From an optimization exercise on the open Yosys and OpenROAD flow, aimed at small area, a short achievable clock period and few clock cycles; shortcuts taken in it are not production practice. Only simulation tests tie the RTL to the original design; equivalence was not proved. Power is estimated from default activity; no workload was simulated.

==> flow/design.v <==
module vpk_runcodec (
    input  wire        clk,
    input  wire        rst,
    input  wire        cmd_valid,
    output wire        cmd_ready,
    input  wire        cmd_op,       
    input  wire        cmd_codec,    
    input  wire [6:0]  cmd_w,
    input  wire [7:0]  cmd_n,
    input  wire        in_valid,
    output wire        in_ready,
    input  wire [63:0] in_data,
    output wire        out_valid,
    input  wire        out_ready,
    output wire [63:0] out_data,
    output wire        out_last,
    output wire        rsp_valid,
    output wire [3:0]  rsp_err,
    output wire [10:0] rsp_result
);
    localparam S_IDLE = 2'd0;
    localparam S_RUN  = 2'd1;
    localparam S_RESP = 2'd2;
    localparam OP_PACK   = 1'b0;
    localparam OP_UNPACK = 1'b1;
    localparam [3:0] E_OK  = 4'd0;
    localparam [3:0] E_ARG = 4'd2;
    reg  [1:0]   state;
    reg          op;
    reg  [6:0]   w;
    reg  [7:0]   n_rem;       
    reg  [7:0]   words_rem;   
    reg  [127:0] acc;         
    reg  [7:0]   cnt;         
    reg  [3:0]   err_q;
    reg  [10:0]  result_q;
    wire        n_ok      = (cmd_n != 8'd0) && (cmd_n <= 8'd128);
    wire        w_le_elem = cmd_codec ? (cmd_w <= 7'd64) : (cmd_w <= 7'd32);
    wire        w_in_set  = (cmd_w <= 7'd12) || (cmd_w == 7'd16) || (cmd_w == 7'd32) ||
                            (cmd_codec && (cmd_w == 7'd64));
    wire        cmd_ok    = n_ok && ((cmd_op == OP_PACK) ? w_le_elem : w_in_set);
    wire [14:0] run_bits  = cmd_n * cmd_w;
    wire [10:0] run_bytes = (run_bits[13:0] + 14'd7) >> 3;   
    wire [7:0]  run_words = (run_bytes + 11'd7) >> 3;
    wire cmd_fire = cmd_valid && cmd_ready;
    wire running = (state == S_RUN);
    wire is_pack = running && (op == OP_PACK);
    wire is_unp  = running && (op == OP_UNPACK);
    wire pk_out_valid = is_pack && (words_rem != 8'd0) && ((cnt >= 8'd64) || (n_rem == 8'd0));
    wire pk_in_ready  = is_pack && (n_rem != 8'd0) && (cnt <= 8'd64);
    wire up_out_valid = is_unp && (n_rem != 8'd0) && (cnt >= {1'b0, w});
    wire up_in_ready  = is_unp && (words_rem != 8'd0) && (cnt <= 8'd64);
    assign out_valid = pk_out_valid || up_out_valid;
    assign in_ready  = pk_in_ready || up_in_ready;
    assign cmd_ready = (state == S_IDLE);
    wire out_fire = out_valid && out_ready;
    wire in_fire  = in_valid && in_ready;
    wire [127:0] up_field = acc >> (8'd128 - {1'b0, w});
    assign out_data = (op == OP_PACK) ? acc[127:64] : up_field[63:0];
    assign out_last = (op == OP_PACK) ? (words_rem == 8'd1) : (n_rem == 8'd1);
    reg  [127:0] acc_e;
    reg  [7:0]   cnt_e;
    always @(*) begin
        acc_e = acc;
        cnt_e = cnt;
        if (out_fire) begin
            if (op == OP_PACK) begin
                acc_e = acc << 64;
                cnt_e = (cnt >= 8'd64) ? (cnt - 8'd64) : 8'd0;
            end else begin
                acc_e = acc << w;
                cnt_e = cnt - {1'b0, w};
            end
        end
    end
    wire [63:0]  w_mask   = (w >= 7'd64) ? {64{1'b1}} : ((64'd1 << w) - 64'd1);
    wire [127:0] pk_ins   = {64'd0, in_data & w_mask} << (8'd128 - cnt_e - {1'b0, w});
    wire [127:0] up_ins   = {in_data, 64'd0} >> cnt_e;
    wire [127:0] acc_ins  = (op == OP_PACK) ? pk_ins : up_ins;
    wire [7:0]   cnt_ins  = (op == OP_PACK) ? {1'b0, w} : 8'd64;
    always @(posedge clk) begin
        if (rst) begin
            state     <= S_IDLE;
            op        <= OP_PACK;
            w         <= 7'd0;
            n_rem     <= 8'd0;
            words_rem <= 8'd0;
            acc       <= 128'd0;
            cnt       <= 8'd0;
            err_q     <= E_OK;
            result_q  <= 11'd0;
        end else begin
            case (state)
                S_IDLE: begin
                    if (cmd_fire) begin
                        op        <= cmd_op;
                        w         <= cmd_w;
                        n_rem     <= cmd_n;
                        words_rem <= run_words;
                        acc       <= 128'd0;
                        cnt       <= 8'd0;
                        if (cmd_ok) begin
                            err_q    <= E_OK;
                            result_q <= run_bytes;
                            state    <= S_RUN;
                        end else begin
                            err_q    <= E_ARG;
                            result_q <= 11'd0;
                            state    <= S_RESP;
                        end
                    end
                end
                S_RUN: begin
                    if (in_fire) begin
                        acc <= acc_e | acc_ins;
                        cnt <= cnt_e + cnt_ins;
                    end else begin
                        acc <= acc_e;
                        cnt <= cnt_e;
                    end
                    if (op == OP_PACK) begin
                        if (in_fire)  n_rem     <= n_rem - 8'd1;
                        if (out_fire) words_rem <= words_rem - 8'd1;
                    end else begin
                        if (in_fire)  words_rem <= words_rem - 8'd1;
                        if (out_fire) n_rem     <= n_rem - 8'd1;
                    end
                    if ((n_rem == 8'd0) && (words_rem == 8'd0))
                        state <= S_RESP;
                end
                S_RESP: begin
                    state <= S_IDLE;
                end
                default: state <= S_IDLE;
            endcase
        end
    end
    assign rsp_valid  = (state == S_RESP);
    assign rsp_err    = err_q;
    assign rsp_result = result_q;
endmodule
==> flow/run.sh <==
#!/bin/bash
# synth_recipe.tcl (not shown) runs the flow's synth.tcl, then flattens the netlist and writes it again
# the make line also repeats each setting of config.mk as NAME=value (left out here)
make -C /OpenROAD-flow-scripts/flow DESIGN_CONFIG=/design/flow/config.mk WORK_HOME=/design/flow/orfs CLKGATE_MAP_FILE= SYNTH_SCRIPT=/design/flow/synth_recipe.tcl finish
==> flow/config.mk <==
export PLATFORM = sky130hd
export DESIGN_NAME = vpk_runcodec
export DESIGN_NICKNAME = vpk_runcodec
export VERILOG_FILES = /design/flow/design.v
export SDC_FILE = /design/flow/constraint.sdc
export NUM_CORES = 4
export LEC_CHECK = 0
export CAP_MARGIN = 20
export CORE_MARGIN = 2
export CORE_UTILIZATION = 25
export PLACE_DENSITY = 0.45
export SLEW_MARGIN = 20
==> flow/constraint.sdc <==
create_clock -name core_clock -period 8.0 [get_ports {clk}]
set_input_delay 1.6000 -clock core_clock [delete_from_list [all_inputs] [get_ports {clk}]]
set_output_delay 1.6000 -clock core_clock [all_outputs]
set_load 0.01 [all_outputs]
==> flow_summary_export.csv <==
group,metric,value,unit
timing,setup_violations,0,
global_routing,grt.total_usage,0.392,
yosys,yosys_most_used_dff,"dfxtp_1",
setup_path,required,8430,ps
final_layout,nFillCells,21400,
yosys,yosysSeqAreaShare,0.0709,
yosys,syn_avg_cell_area,7.22,um2
global_routing,grt_pass1_vias,60200,
timing,relSlewSlack,0.102,
hold_path,hp-start,"words_rem[1]",
placement,hpwl,318000,um
timing,finalMaxSlewViolations,0,
setup_path,path_class,"register to register",
yosys,synthMuxAreaShare,0.257,
outcome,status,"no timing/DRC/antenna violations",
yosys,synth_compound_area_frac,0.341,
final_layout,area_growth,14.0,%
setup_path,crit_buf_inv,3,
cts,cts_tree,"built",
yosys,netlist_instances,6806,
cts,clockRootBuffer,"clkbuf_16",
timing,fmax,0.133,GHz
cts,htree_num_levels,4,
hold_path,worst_hold_path_type,"register to register",
global_routing,grt_pass1_wl,546000,um
yosys,synthArstFlopShare,0,
final_layout,drive_gt1_frac,0.168,
cts,ctsHoldBuffers,0,
final_layout,fin_nets,6913,
timing,fin_hold_ws,484,ps
timing,fin_setup_tns,0,ps
timing,fin_crit,7500,ps
routing,drtAntennaViolNets,0,
placement,gp_congestion,1.15,
setup_path,cp-start-kind,"register",
routing,wirelength,408000,um
timing,worst-slew-pin-transition,1350,ps
yosys,synth.distinct_cells,115,
job,maxCapViolations,0,
floorplan,die-width,447,um
timing,fin_skew,36.1,ps
yosys,synth_top_family_by_area,"compound AO/OA/AOI/OAI gates",
placement,dpl_worst_slack,294,ps
cts,clock-sinks,174,
routing,dr.pass1.iters,8,
setup_path,crit_path_top_delay_cell,"a21oi_1",
floorplan,core,195000,um2
setup_path,critPathCapture,"acc[125]",
power,power_density,168,nW/um2
yosys,synth_simple_gate_area_share,0.222,
yosys,synth_edf_count,0,
setup_path,crit_top_cell,"ha_1",
setup_path,crit_family,"compound AO/OA/AOI/OAI gates",
setup_path,r2r_end,"acc[125]",
routing,route.vias.total,66500,
setup_path,arrival,7930,ps
timing,hold_viol,0,
setup_path,crit_fanout,14,
floorplan,die_area,200000,um2
yosys,yosys.area_share.adder,0.0322,
setup_path,end_kind,"register",
cts,cts_buffers,17,
routing,vias_per_cell,7.09,
yosys,synth_seq_cells,174,
setup_path,max_stage_delay,970,ps
routing,drt-wirelength-per-cell,43.5,um
cts,clock_path_buffers,2,
timing,fin_crit_sh,0.938,
floorplan,initial_utilization,0.252,
floorplan,ios,170,
yosys,netlist_area,49100,um2
setup_path,path_cells,"clkinv_1 -> ha_4 -> ha_1 -> nor3b_2 -> nand2_1 -> ha_1 -> inv_1 -> a221o_1 -> nor4_4 -> buf_4 -> a221oi_1 -> nor3_1 -> nor2_1 -> mux4_2 -> a21oi_1 -> a2bb2oi_1 -> o221ai_1 -> o31ai_1",
cts,post_cts_buffers,0,
floorplan,die_height,447,um
yosys,synthXorXnorAreaFrac,0.00927,
routing,drt_iter0_markers,11800,
global_routing,grt-ovfl-total,0,
cts,clk_pin_slew,100,ps
placement,place.port_buffers,166,
power,p_leak,19.8,nW
cts,clock_latency,550,ps
setup_path,cp.depth,18,
yosys,ys.warnings.count,1,
cts,ctsResizeCount,0,
power,vdd_ir_drop_max,0.137,mV
setup_path,worst-r2r-cell-count,18,
hold_path,worstHoldPathCells,2,
routing,drc,0,
timing,grt_setup_unrepaired,"no",
setup_path,worstReg2RegStart,"w[0]",
timing,final.setup.worst_slack,495,ps
global_routing,grt_max_degree,152,
setup_path,r2r_slack,500,ps
floorplan,rows,162,
setup_path,worstSetupStartpoint,"w[0]",
global_routing,antenna_found_initial,32,
==> cells by family after synthesis <==
family                   count (synthesis)
XOR/XNOR                                52
flip-flops                             174
multiplexers                           845
adder cells (fa/ha/maj)                106
AO/OA/AOI/OAI                         2420
AND/OR/NAND/NOR                       2382
buffers and inverters                  826
other                                    1
==> layer usage <==
layer / routed length, um / GRT usage / share of wire
met1: 162000 / 0.513 / 0.40
met2: 162000 / 0.547 / 0.40
met3: 49700 / 0.121 / 0.12
met4: 34400 / 0.267 / 0.084
met5: 161 / 0 / 0.00039
==> area by class of cell <==
class / count / area [um2] / area share
repair buffers: 620 / 5370 / 0.0958
diodes: 22 / 55.1 / 0.000983
inverters: 100 / 390 / 0.00697
clock buffers: 18 / 429 / 0.00766
flip-flops and latches: 174 / 3520 / 0.0628
multi-input cells: 5808 / 42800 / 0.764
clock inverters: 14 / 210 / 0.00375
well taps: 2624 / 3280 / 0.0586
==> worst min path at each step <==
stage	endpoint
2_1_floorplan	words_rem[1]
3_3_place_gp	words_rem[1]
3_5_place_dp	words_rem[1]
4_1_cts	words_rem[1]
5_1_grt	words_rem[1]
6_report	words_rem[1]
==> power by group <==
group / internal (W) / switching, W / leakage [nW] / total (W)
registers: 0.000892 / 0.0000380 / 1.41 / 0.000930
clock network: 0.000487 / 0.000537 / 0.312 / 0.00102
logic: 0.00209 / 0.00535 / 18.1 / 0.00744
==> state kept, by name, summed over array words and instances, names as in the netlist <==
name	cells
err_q	1
words_rem	8
n_rem	8
acc	128
result_q	11
cnt	8
w	7
op	1
state	2
==> cell usage after synthesis, drive strengths merged, types with 53 or more instances <==
| cell | count | area (um2) |
|---|---|---|
| nor3 | 171 | 882 |
| o31ai | 63 | 492 |
| mux4 | 319 | 7180 |
| nand4 | 105 | 657 |
| o211a | 53 | 531 |
| nor2 | 714 | 2680 |
| clkbuf | 502 | 1890 |
| mux2 | 155 | 1750 |
| a31oi | 87 | 551 |
| o21ai | 478 | 2390 |
| a211oi | 145 | 1090 |
| o211ai | 189 | 1420 |
| o2bb2ai | 73 | 639 |
| nand2 | 819 | 3080 |
| dfxtp | 174 | 3480 |
| mux2i | 371 | 3710 |
| ha | 72 | 901 |
| a21oi | 440 | 2200 |
| o22ai | 145 | 907 |
| a221oi | 74 | 661 |
| a22oi | 100 | 766 |
| nand3 | 194 | 976 |
| o221ai | 72 | 631 |
| and2 | 71 | 444 |
| buf | 224 | 1020 |
| inv | 97 | 364 |
==> cells in the final DEF (no fill, tap or decap), types with 29 or more instances in the layout <==
| cell | n |
|---|---|
| a31oi_1 | 85 |
| o2bb2ai_1 | 73 |
| a21oi_1 | 440 |
| and2_1 | 67 |
| a221oi_1 | 72 |
| inv_1 | 85 |
| a211oi_1 | 143 |
| nand2b_1 | 32 |
| fa_1 | 33 |
| o31ai_1 | 58 |
| nor2_1 | 712 |
| o21ai_0 | 464 |
| mux2i_1 | 371 |
| mux4_2 | 319 |
| mux2_2 | 155 |
| o221ai_1 | 72 |
| or3_1 | 36 |
| a21o_1 | 38 |
| o311ai_0 | 33 |
| and3_1 | 42 |
| ha_1 | 69 |
| o211ai_1 | 188 |
| buf_4 | 430 |
| o211a_1 | 52 |
| nor4_1 | 36 |
| clkdlybuf4s50_1 | 165 |
| dfxtp_1 | 164 |
| nand3_1 | 193 |
| nand4_1 | 105 |
| a22oi_1 | 97 |
| o22ai_1 | 144 |
| nand2_1 | 817 |
| or2_2 | 34 |
| nor2b_1 | 34 |
| o21a_1 | 38 |
| xnor2_1 | 29 |
| a311oi_1 | 30 |
| nor3_1 | 163 |
==> worst register-to-register path, cell delays in order (launching register included) <==
cell and delay [ps]:
dfxtp_4 430, clkinv_1 310, ha_4 320, ha_1 340, nor3b_2 240, nand2_1 160, ha_1 260, inv_1 140
a221o_1 430, nor4_4 780, buf_4 330, a221oi_1 140, nor3_1 680, nor2_1 220, mux4_2 620, a21oi_1 970
a2bb2oi_1 200, o221ai_1 380, o31ai_1 440
==> per-stage QoR <==
stage                     total power, W   util  area (um2)  cells
after floorplan                  0.00469      -       49100   6808
after global placement           0.00796  0.283       55300   9325
after detailed placement         0.00790  0.283       55300   9325
after CTS                        0.00893  0.287       55900   9357
after global routing             0.00947  0.287       56000   9361
final                            0.00939  0.287       56000   9380
Testbench counts, summed over its fixed seeds: cycles 78,691.

==> what the ideal ports hide <==
The results above use ideal ports. As a check the final layout listed here was re-extracted and re-timed, cells and wires unchanged. Step 1 assumes that a clkbuf_16 drives the clock port and a buf_2 every other input. Step 2 moves the port delays by t, midway between the first and last clock arrival at a register: inputs arrive t later, outputs are due t later. That takes back most of the time a late clock gives input paths. a / b / c = ideal ports / drivers / drivers and shift; a / b = the first two.
shift t [ns]: 0.611
slack for setup (ns): 0.495 / 0.495 / 0.008
slew at the worst register clock pin (ns): 0.11 / 0.11
pins driven straight from the clock port: 1
After both steps this run still meets setup and hold. For this run, drivers alone change the setup slack by 0.000 ns; drivers and shift together by -0.487 ns.
